This is an optimization exercise on Yosys and OpenROAD, whose aim is small area, a short achievable clock period and few clock cycles per item, not a production implementation. RTL that was checked went through simulation tests only; none was proved equivalent to the original.

==> exp/ember: inputs <==
==> flow/design.v <==
module lsc_mapper_front (
    input  wire [15:0] val,
    input  wire [1:0]  vm3,      
    input  wire [15:0] rmin,
    input  wire [15:0] rmax,
    input  wire        imm,
    input  wire        trunc,
    output wire [25:0] n,        
    output wire [15:0] dn        
);
    function [51:0] csa;
        input [25:0] a, b, c;
        csa = {((a & b) | (a & c) | (b & c)) << 1, a ^ b ^ c};
    endfunction
    reg  [7:0] m30;
    always @(*) begin
        case ({val[0], vm3})
            3'b000: m30 = 8'd0;   3'b001: m30 = 8'd60;  3'b010: m30 = 8'd120;
            3'b100: m30 = 8'd90;  3'b101: m30 = 8'd150; 3'b110: m30 = 8'd30;
            default: m30 = 8'd0;
        endcase
    end
    wire [25:0] vv = {10'd0, val};
    wire [25:0] rn = {10'd0, ~rmin};
    wire [7:0]  mn = ~(trunc ? m30 : 8'd0);              
    localparam [25:0] K = 26'h34BFFB5;   
    wire [25:0] o1 = vv << 7;
    wire [25:0] o2 = vv << 4;
    wire [25:0] o3 = vv << 2;
    wire [25:0] o4 = imm ? (vv << 5) : (vv << 1);
    wire [25:0] o5 = rn << 7;
    wire [25:0] o6 = rn << 5;
    wire [25:0] o7 = rn << 4;
    wire [25:0] o8 = rn << 2;
    wire [25:0] o9 = {18'd0, mn};
    wire [51:0] a1 = csa(o1, o2, o3);
    wire [51:0] a2 = csa(o4, o5, o6);
    wire [51:0] a3 = csa(o7, o8, K);
    wire [51:0] b1 = csa(a1[25:0], a1[51:26], a2[25:0]);
    wire [51:0] b2 = csa(a2[51:26], a3[25:0], a3[51:26]);
    wire [51:0] c1 = csa(b1[25:0], b1[51:26], b2[25:0]);
    wire [51:0] d1 = csa(c1[25:0], c1[51:26], b2[51:26]);
    wire [51:0] e1 = csa(d1[25:0], d1[51:26], o9);
    assign n  = e1[25:0] + e1[51:26];
    assign dn = ~(rmax - rmin);
endmodule
module lsc_mapper_div2 (
    input  wire [17:0] win,
    input  wire [15:0] dn,
    output wire [1:0]  q,
    output wire [15:0] rem
);
    function [16:0] dstep;       
        input [16:0] top;
        input [15:0] dn;
        reg   [17:0] t;
        begin
            t = {1'b0, top} + {2'b11, dn} + 18'd1;       
            dstep = t[17] ? {1'b0, top[15:0]} : {1'b1, t[15:0]};
        end
    endfunction
    wire [16:0] a = dstep(win[17:1], dn);
    wire [16:0] b = dstep({a[15:0], win[0]}, dn);
    assign q   = {a[16], b[16]};
    assign rem = b[15:0];
endmodule
module lsc_mapper_div3 (
    input  wire [18:0] win,
    input  wire [15:0] dn,
    output wire [2:0]  q,
    output wire [15:0] rem
);
    wire [1:0]  qa;
    wire [15:0] ra;
    lsc_mapper_div2 u2 (.win(win[18:1]), .dn(dn), .q(qa), .rem(ra));
    wire [17:0] t = {1'b0, ra, win[0]} + {2'b11, dn} + 18'd1;   
    assign q   = {qa, ~t[17]};
    assign rem = t[17] ? {ra[14:0], win[0]} : t[15:0];
endmodule
module lsc_mapper_lux_hi (
    input  wire [15:0] val,
    output wire [7:0]  q,        
    output wire [1:0]  r,        
    output wire [8:0]  lo9       
);
    wire [18:0] x5 = {3'd0, val} + {1'b0, val, 2'b00};
    wire [9:0]  qq = x5[18:9] / 10'd3;
    wire [9:0]  rr = x5[18:9] % 10'd3;
    assign q   = qq[7:0];
    assign r   = rr[1:0];
    assign lo9 = x5[8:0];
endmodule
module lsc_mapper (
    input  wire        clk,
    input  wire        rst,
    input  wire        in_valid,
    output wire        in_ready,
    input  wire        in_imm,
    input  wire        in_mtrunc,
    input  wire [15:0] in_value,
    input  wire [15:0] in_rmin,
    input  wire [15:0] in_rmax,
    output wire        out_valid,
    input  wire        out_ready,
    output wire [7:0]  out_angle,
    output wire [31:0] out_lux
);
    reg        k_valid;              
    reg        rdy;                  
    wire       adv = ~k_valid;       
    assign in_ready = rdy;
    reg        v0;
    reg        imm0, trunc0;
    reg [15:0] val0, rmin0, rmax0;
    function [1:0] add3;         
        input [1:0] a, b;
        case ({a, b})
            4'b0000: add3 = 2'd0; 4'b0001: add3 = 2'd1; 4'b0010: add3 = 2'd2;
            4'b0100: add3 = 2'd1; 4'b0101: add3 = 2'd2; 4'b0110: add3 = 2'd0;
            4'b1000: add3 = 2'd2; 4'b1001: add3 = 2'd0; 4'b1010: add3 = 2'd1;
            default: add3 = 2'd0;
        endcase
    endfunction
    function [1:0] dig3;         
        input [1:0] d;
        dig3 = {d[1] & ~d[0], d[0] & ~d[1]};
    endfunction
    function [1:0] pair3;        
        input [3:0] x;
        pair3 = add3(dig3(x[1:0]), dig3(x[3:2]));
    endfunction
    wire [1:0] vm3 = add3(add3(pair3(val0[3:0]),  pair3(val0[7:4])),
                          add3(pair3(val0[11:8]), pair3(val0[15:12])));
    wire [25:0] n_s1;
    wire [15:0] d_s1;
    lsc_mapper_front u_front (
        .val(val0), .vm3(vm3), .rmin(rmin0), .rmax(rmax0), .imm(imm0), .trunc(trunc0),
        .n(n_s1), .dn(d_s1)
    );
    reg        v1, neg1;
    reg [23:0] n1;
    reg [15:0] d1, val1;         
    wire [2:0]  q765;
    wire [15:0] rem765;
    lsc_mapper_div3 u_div765 (.win(n1[23:5]), .dn(d1), .q(q765), .rem(rem765));
    wire [16:0] ov_t   = {1'b0, n1[23:8]} + {1'b1, d1} + 17'd1;
    wire        ovf_s2 = ~ov_t[16];                          
    reg        v2, neg2, ovf2;
    reg [20:0] r2;               
    reg [2:0]  q2;
    reg [15:0] d2, val2;
    wire [2:0]  q432;
    wire [15:0] rem432;
    lsc_mapper_div3 u_div432 (.win(r2[20:2]), .dn(d2), .q(q432), .rem(rem432));
    wire [5:0]  qh = {q2, q432};                             
    wire [7:0]  lqh_s3;
    wire [1:0]  lrh_s3;
    wire [8:0]  llo_s3;
    lsc_mapper_lux_hi u_luxh (.val(val2), .q(lqh_s3), .r(lrh_s3), .lo9(llo_s3));
    reg        v3, neg3, ovf3;
    reg [17:0] r3;
    reg [5:0]  q3;
    reg [15:0] d3;
    reg [7:0]  lqh3;             
    reg [10:0] llo3;             
    wire [17:0] t1  = {1'b0, r3[17:1]} + {2'b11, d3} + 18'd1;       
    wire [15:0] rr1 = t1[17] ? r3[16:1] : t1[15:0];
    wire [17:0] t0  = {1'b0, rr1, r3[0]} + {2'b11, d3} + 18'd1;     
    wire [1:0]  q10 = {~t1[17], ~t0[17]};
    wire        sat = ovf3 | (q3 >= 6'd45);                  
    wire [7:0]  ang_s4 = neg3 ? 8'd0 : sat ? 8'd180 : {q3, q10};
    wire [10:0] lqq = llo3 / 11'd3;
    wire [10:0] lrr = llo3 % 11'd3;
    wire [8:0]  lql = lqq[8:0];
    wire [1:0]  lr  = lrr[1:0];
    wire [16:0] lq = {lqh3[7:0], lql};
    reg        o_valid;
    reg [7:0]  o_angle;
    reg [16:0] o_lux;
    reg [1:0]  o_r;
    reg [7:0]  k_angle;
    reg [16:0] k_lux;
    reg [1:0]  k_r;
    wire o_free = ~o_valid | out_ready;
    always @(posedge clk) begin
        if (rst) begin
            v0 <= 1'b0; v1 <= 1'b0; v2 <= 1'b0; v3 <= 1'b0;
            o_valid <= 1'b0;
            k_valid <= 1'b0;
            rdy     <= 1'b1;
        end else begin
            if (adv) begin
                v0 <= in_valid;
                v1 <= v0;
                v2 <= v1;
                v3 <= v2;
            end
            if (k_valid) begin
                if (out_ready) begin
                    o_valid <= 1'b1;
                    k_valid <= 1'b0;
                    rdy     <= 1'b1;
                end
            end else if (o_free) begin
                o_valid <= v3;
            end else if (v3) begin
                k_valid <= 1'b1;
                rdy     <= 1'b0;
            end
        end
        if (adv) begin
            imm0   <= in_imm;
            trunc0 <= ~in_imm & in_mtrunc;
            val0   <= in_value;
            rmin0  <= in_rmin;
            rmax0  <= in_rmax;
            n1   <= n_s1[23:0];
            neg1 <= n_s1[25];
            d1   <= d_s1;
            val1 <= val0;
            r2   <= {rem765, n1[4:0]};
            q2   <= q765;
            neg2 <= neg1;
            ovf2 <= ovf_s2;
            d2   <= d1;
            val2 <= val1;
            r3   <= {rem432, r2[1:0]};
            q3   <= qh;
            neg3 <= neg2;
            ovf3 <= ovf2;
            d3   <= d2;
            lqh3 <= lqh_s3;
            llo3 <= {lrh_s3, llo_s3};
        end
        if (k_valid) begin
            if (out_ready) begin
                o_angle <= k_angle;
                o_lux   <= k_lux;
                o_r     <= k_r;
            end
        end else if (o_free) begin
            o_angle <= ang_s4;
            o_lux   <= lq;
            o_r     <= lr;
        end else begin
            k_angle <= ang_s4;
            k_lux   <= lq;
            k_r     <= lr;
        end
    end
    assign out_valid = o_valid;
    assign out_angle = o_angle;
    assign out_lux = {o_lux,
                      o_r[1], o_r[0], o_r[1], o_r[0], o_r[1], o_r[0], o_r[1], o_r[0],
                      o_r[1], o_r[0], o_r[1], o_r[0], o_r[1], o_r[0], o_r[1]};
endmodule
==> flow/flow/run.sh <==
#!/bin/bash
# Layout: the standard flow (standard synthesis, same constraints), with ORFS's
# repair_timing asked for a larger setup margin so that it also works on paths that
# already meet the 22 ns clock, and plain buffers on the ports.  Each tool's output
# goes to a log file here.
set -euo pipefail
bash standard.sh SETUP_SLACK_MARGIN=16 "BUFFER_PORTS_ARGS=-buffer_cell sky130_fd_sc_hd__buf_2" finish > flow_make.log 2>&1
==> flow/standard.sh <==
#!/bin/bash
# synth_recipe.tcl (not shown) runs the flow's synth.tcl, then flattens the netlist and writes it again
# the make line also repeats each setting of config.mk as NAME=value (left out here)
make -C /OpenROAD-flow-scripts/flow DESIGN_CONFIG=/design/flow/config.mk WORK_HOME=/design/flow/orfs CLKGATE_MAP_FILE= SYNTH_SCRIPT=/design/flow/synth_recipe.tcl "${@:-finish}"
==> flow/config.mk <==
export PLATFORM = sky130hd
export DESIGN_NAME = lsc_mapper
export DESIGN_NICKNAME = lsc_mapper
export VERILOG_FILES = /design/flow/design.v
export SDC_FILE = /design/flow/constraint.sdc
export NUM_CORES = 4
export LEC_CHECK = 0
export ABC_AREA = 1
export CAP_MARGIN = 20
export CORE_MARGIN = 2
export CORE_UTILIZATION = 60
export CTS_BUF_LIST = sky130_fd_sc_hd__clkbuf_16
export CTS_CLUSTER_DIAMETER = 80
export CTS_CLUSTER_SIZE = 20
export SLEW_MARGIN = 20
export SYNTH_HIERARCHICAL = 1
==> flow/constraint.sdc <==
create_clock -name core_clock -period 22.0 [get_ports {clk}]
set_input_delay 4.4000 -clock core_clock [delete_from_list [all_inputs] [get_ports {clk}]]
set_output_delay 4.4000 -clock core_clock [all_outputs]
set_load 0.01 [all_outputs]
==> exp/tundra (differences from exp/ember) <==
--- a/flow/config.mk
+++ b/flow/config.mk
@@ -10,3 +10,3 @@
 export CORE_MARGIN = 2
-export CORE_UTILIZATION = 60
+export CORE_UTILIZATION = 55
 export CTS_BUF_LIST = sky130_fd_sc_hd__clkbuf_16
==> exp/yarrow (differences from exp/ember) <==
==> flow/design.v, changed modules only <==
module lsc_mapper_front (
    input  wire [15:0] val,
    input  wire [1:0]  vm3,      
    input  wire [15:0] rmin,
    input  wire [15:0] rmax,
    input  wire        imm,
    input  wire        trunc,
    output wire [25:0] n,        
    output wire [15:0] dn        
);
    function [51:0] csa;
        input [25:0] a, b, c;
        csa = {((a & b) | (a & c) | (b & c)) << 1, a ^ b ^ c};
    endfunction
    reg  [7:0] m30;
    always @(*) begin
        case ({val[0], vm3})
            3'b000: m30 = 8'd0;   3'b001: m30 = 8'd60;  3'b010: m30 = 8'd120;
            3'b100: m30 = 8'd90;  3'b101: m30 = 8'd150; 3'b110: m30 = 8'd30;
            default: m30 = 8'd0;
        endcase
    end
    wire [25:0] vv = {10'd0, val};
    wire [25:0] rr = {10'd0, rmin};
    wire [25:0] o1 = (vv << 7) | 26'd5;                   
    wire [25:0] o2 = vv << 4;
    wire [25:0] o3 = vv << 2;
    wire [25:0] o4 = imm ? (vv << 5) : (vv << 1);
    wire [25:0] o5 = ~(rr << 7);
    wire [25:0] o6 = ~(rr << 5);
    wire [25:0] o7 = ~(rr << 4);
    wire [25:0] o8 = ~(rr << 2);
    wire [25:0] o9 = ~(trunc ? {18'd0, m30} : 26'd0);     
    wire [51:0] a1 = csa(o1, o2, o3);
    wire [51:0] a2 = csa(o4, o5, o6);
    wire [51:0] b1 = csa(a1[25:0], a1[51:26], a2[25:0]);
    wire [51:0] b2 = csa(a2[51:26], o7, o8);
    wire [51:0] c1 = csa(b1[25:0], b1[51:26], b2[25:0]);
    wire [51:0] d1 = csa(c1[25:0], c1[51:26], b2[51:26]);
    wire [51:0] e1 = csa(d1[25:0], d1[51:26], o9);
    assign n  = e1[25:0] + e1[51:26];
    assign dn = ~(rmax - rmin);
endmodule
module lsc_mapper_div2q (
    input  wire [17:0] win,
    input  wire [15:0] dn,
    output wire [1:0]  q
);
    wire [17:0] t = {1'b0, win[17:1]} + {2'b11, dn} + 18'd1;        
    wire [15:0] r = t[17] ? win[16:1] : t[15:0];
    wire [17:0] u = {1'b0, r, win[0]} + {2'b11, dn} + 18'd1;         
    assign q = {~t[17], ~u[17]};
endmodule
module lsc_mapper_lux (
    input  wire [18:0] x5,
    output wire [16:0] l,
    output wire [1:0]  r
);
    wire [18:0] lq = x5 / 19'd3;
    wire [18:0] lr = x5 % 19'd3;
    assign l = lq[16:0];
    assign r = lr[1:0];
endmodule
module lsc_mapper (
    input  wire        clk,
    input  wire        rst,
    input  wire        in_valid,
    output wire        in_ready,
    input  wire        in_imm,
    input  wire        in_mtrunc,
    input  wire [15:0] in_value,
    input  wire [15:0] in_rmin,
    input  wire [15:0] in_rmax,
    output wire        out_valid,
    input  wire        out_ready,
    output wire [7:0]  out_angle,
    output wire [31:0] out_lux
);
    reg        k_valid;              
    reg        rdy;                  
    wire       adv = ~k_valid;       
    assign in_ready = rdy;
    reg        v0;
    reg        imm0, trunc0;
    reg [15:0] val0, rmin0, rmax0;
    function [1:0] add3;         
        input [1:0] a, b;
        case ({a, b})
            4'b0000: add3 = 2'd0; 4'b0001: add3 = 2'd1; 4'b0010: add3 = 2'd2;
            4'b0100: add3 = 2'd1; 4'b0101: add3 = 2'd2; 4'b0110: add3 = 2'd0;
            4'b1000: add3 = 2'd2; 4'b1001: add3 = 2'd0; 4'b1010: add3 = 2'd1;
            default: add3 = 2'd0;
        endcase
    endfunction
    function [1:0] dig3;         
        input [1:0] d;
        dig3 = {d[1] & ~d[0], d[0] & ~d[1]};
    endfunction
    function [1:0] pair3;        
        input [3:0] x;
        pair3 = add3(dig3(x[1:0]), dig3(x[3:2]));
    endfunction
    wire [1:0] vm3 = add3(add3(pair3(val0[3:0]),  pair3(val0[7:4])),
                          add3(pair3(val0[11:8]), pair3(val0[15:12])));
    wire [25:0] n_s1;
    wire [15:0] d_s1;
    lsc_mapper_front u_front (
        .val(val0), .vm3(vm3), .rmin(rmin0), .rmax(rmax0), .imm(imm0), .trunc(trunc0),
        .n(n_s1), .dn(d_s1)
    );
    reg        v1, neg1;
    reg [23:0] n1;
    reg [15:0] d1, val1;         
    wire [2:0]  q765;
    wire [15:0] rem765;
    lsc_mapper_div3 u_div765 (.win(n1[23:5]), .dn(d1), .q(q765), .rem(rem765));
    wire [16:0] ov_t   = {1'b0, n1[23:8]} + {1'b1, d1} + 17'd1;
    wire        ovf_s2 = ~ov_t[16];                          
    reg        v2, neg2, ovf2;
    reg [20:0] r2;               
    reg [2:0]  q2;
    reg [15:0] d2, val2;
    wire [2:0]  q432;
    wire [15:0] rem432;
    lsc_mapper_div3 u_div432 (.win(r2[20:2]), .dn(d2), .q(q432), .rem(rem432));
    wire [5:0]  qh = {q2, q432};                             
    wire        sat_s3 = ovf2 | (qh >= 6'd45);               
    wire [18:0] x5_s3 = {3'd0, val2} + {1'b0, val2, 2'b00};
    reg        v3, neg3, sat3;
    reg [17:0] r3;
    reg [5:0]  q3;
    reg [15:0] d3;
    reg [18:0] x5_3;
    wire [1:0]  q10;
    lsc_mapper_div2q u_div10 (.win(r3), .dn(d3), .q(q10));
    wire [7:0]  ang_s4 = neg3 ? 8'd0 : sat3 ? 8'd180 : {q3, q10};
    wire [16:0] lq;
    wire [1:0]  lr;
    lsc_mapper_lux u_lux (.x5(x5_3), .l(lq), .r(lr));
    reg        o_valid;
    reg [7:0]  o_angle;
    reg [16:0] o_lux;
    reg [1:0]  o_r;
    reg [7:0]  k_angle;
    reg [16:0] k_lux;
    reg [1:0]  k_r;
    wire o_free = ~o_valid | out_ready;
    always @(posedge clk) begin
        if (rst) begin
            v0 <= 1'b0; v1 <= 1'b0; v2 <= 1'b0; v3 <= 1'b0;
            o_valid <= 1'b0;
            k_valid <= 1'b0;
            rdy     <= 1'b1;
        end else begin
            if (adv) begin
                v0 <= in_valid;
                v1 <= v0;
                v2 <= v1;
                v3 <= v2;
            end
            if (k_valid) begin
                if (out_ready) begin
                    o_valid <= 1'b1;
                    k_valid <= 1'b0;
                    rdy     <= 1'b1;
                end
            end else if (o_free) begin
                o_valid <= v3;
            end else if (v3) begin
                k_valid <= 1'b1;
                rdy     <= 1'b0;
            end
        end
        if (adv) begin
            imm0   <= in_imm;
            trunc0 <= ~in_imm & in_mtrunc;
            val0   <= in_value;
            rmin0  <= in_rmin;
            rmax0  <= in_rmax;
            n1   <= n_s1[23:0];
            neg1 <= n_s1[25];
            d1   <= d_s1;
            val1 <= val0;
            r2   <= {rem765, n1[4:0]};
            q2   <= q765;
            neg2 <= neg1;
            ovf2 <= ovf_s2;
            d2   <= d1;
            val2 <= val1;
            r3   <= {rem432, r2[1:0]};
            q3   <= qh;
            neg3 <= neg2;
            sat3 <= sat_s3;
            d3   <= d2;
            x5_3 <= x5_s3;
        end
        if (k_valid) begin
            if (out_ready) begin
                o_angle <= k_angle;
                o_lux   <= k_lux;
                o_r     <= k_r;
            end
        end else if (o_free) begin
            o_angle <= ang_s4;
            o_lux   <= lq;
            o_r     <= lr;
        end else begin
            k_angle <= ang_s4;
            k_lux   <= lq;
            k_r     <= lr;
        end
    end
    assign out_valid = o_valid;
    assign out_angle = o_angle;
    assign out_lux = {o_lux,
                      o_r[1], o_r[0], o_r[1], o_r[0], o_r[1], o_r[0], o_r[1], o_r[0],
                      o_r[1], o_r[0], o_r[1], o_r[0], o_r[1], o_r[0], o_r[1]};
endmodule
// module lsc_mapper_lux_hi removed
--- a/flow/config.mk
+++ b/flow/config.mk
@@ -10,3 +10,3 @@
 export CORE_MARGIN = 2
-export CORE_UTILIZATION = 60
+export CORE_UTILIZATION = 55
 export CTS_BUF_LIST = sky130_fd_sc_hd__clkbuf_16
==> qor summary <==
item	exp/yarrow	exp/tundra	exp/ember
Run status	finished clean	finished clean	finished clean
Cell row count	80	79	76
Clock latency on the worst-skew pair	0.58 ns	0.57 ns	0.55 ns
Tightest hold margin	0.399 ns	0.420 ns	0.406 ns
Max Clk Rate	0.175 GHz	0.178 GHz	0.177 GHz
Share of layout cells above drive strength 1	0.119	0.0957	0.100
Maximum number of pins on one net before global-route repair	128	104	116
Overall routed net length	66.7 mm	64.2 mm	66.2 mm
TritonCTS buffer count	23	22	22
Max FO, Critical Path	4	17	19
Testbench counts of exp/ember, summed over its fixed seeds: cycles 2,088, items 2,048.
Testbench counts of exp/tundra, summed over its fixed seeds: cycles 2,088, items 2,048.
Function not checked in exp/yarrow: the RTL went through the layout flow alone.

==> what the ideal ports hide <==
The results above use ideal ports. As a check the final layouts listed here were re-extracted and re-timed, cells and wires unchanged.
Step 1 sets driving cells, clkbuf_16 on the clock port and buf_2 on the other inputs (assumed; they add their load-dependent delay and slew).
Step 2 adds t to the input delays and takes it off the output delays; t is the mean of the earliest and latest rising clock arrival at the registers after step 1. Input paths then give back, and output paths get back, about the clock's delay inside the block.
a / b / c = no drivers / after step 1 / after step 2; a / b = the first two.
| run | t (ns) | setup slack, ns | worst hold slack (ns) | pins driven straight from the clock port |
|---|---|---|---|---|
| exp/ember | 0.597 | 16.337 / 16.337 / 16.337 | 0.406 / 0.406 / 0.406 | 1 |
| exp/tundra | 0.607 | 16.391 / 16.359 / 16.378 | 0.420 / 0.420 / 0.420 | 1 |
| exp/yarrow | 0.617 | 16.299 / 16.299 / 16.299 | 0.399 / 0.399 / 0.399 | 1 |
After both steps setup and hold are still met in every run listed. The setup slack of exp/tundra, which loses most, moves by -0.032 ns with the drivers and by -0.013 ns with both steps.
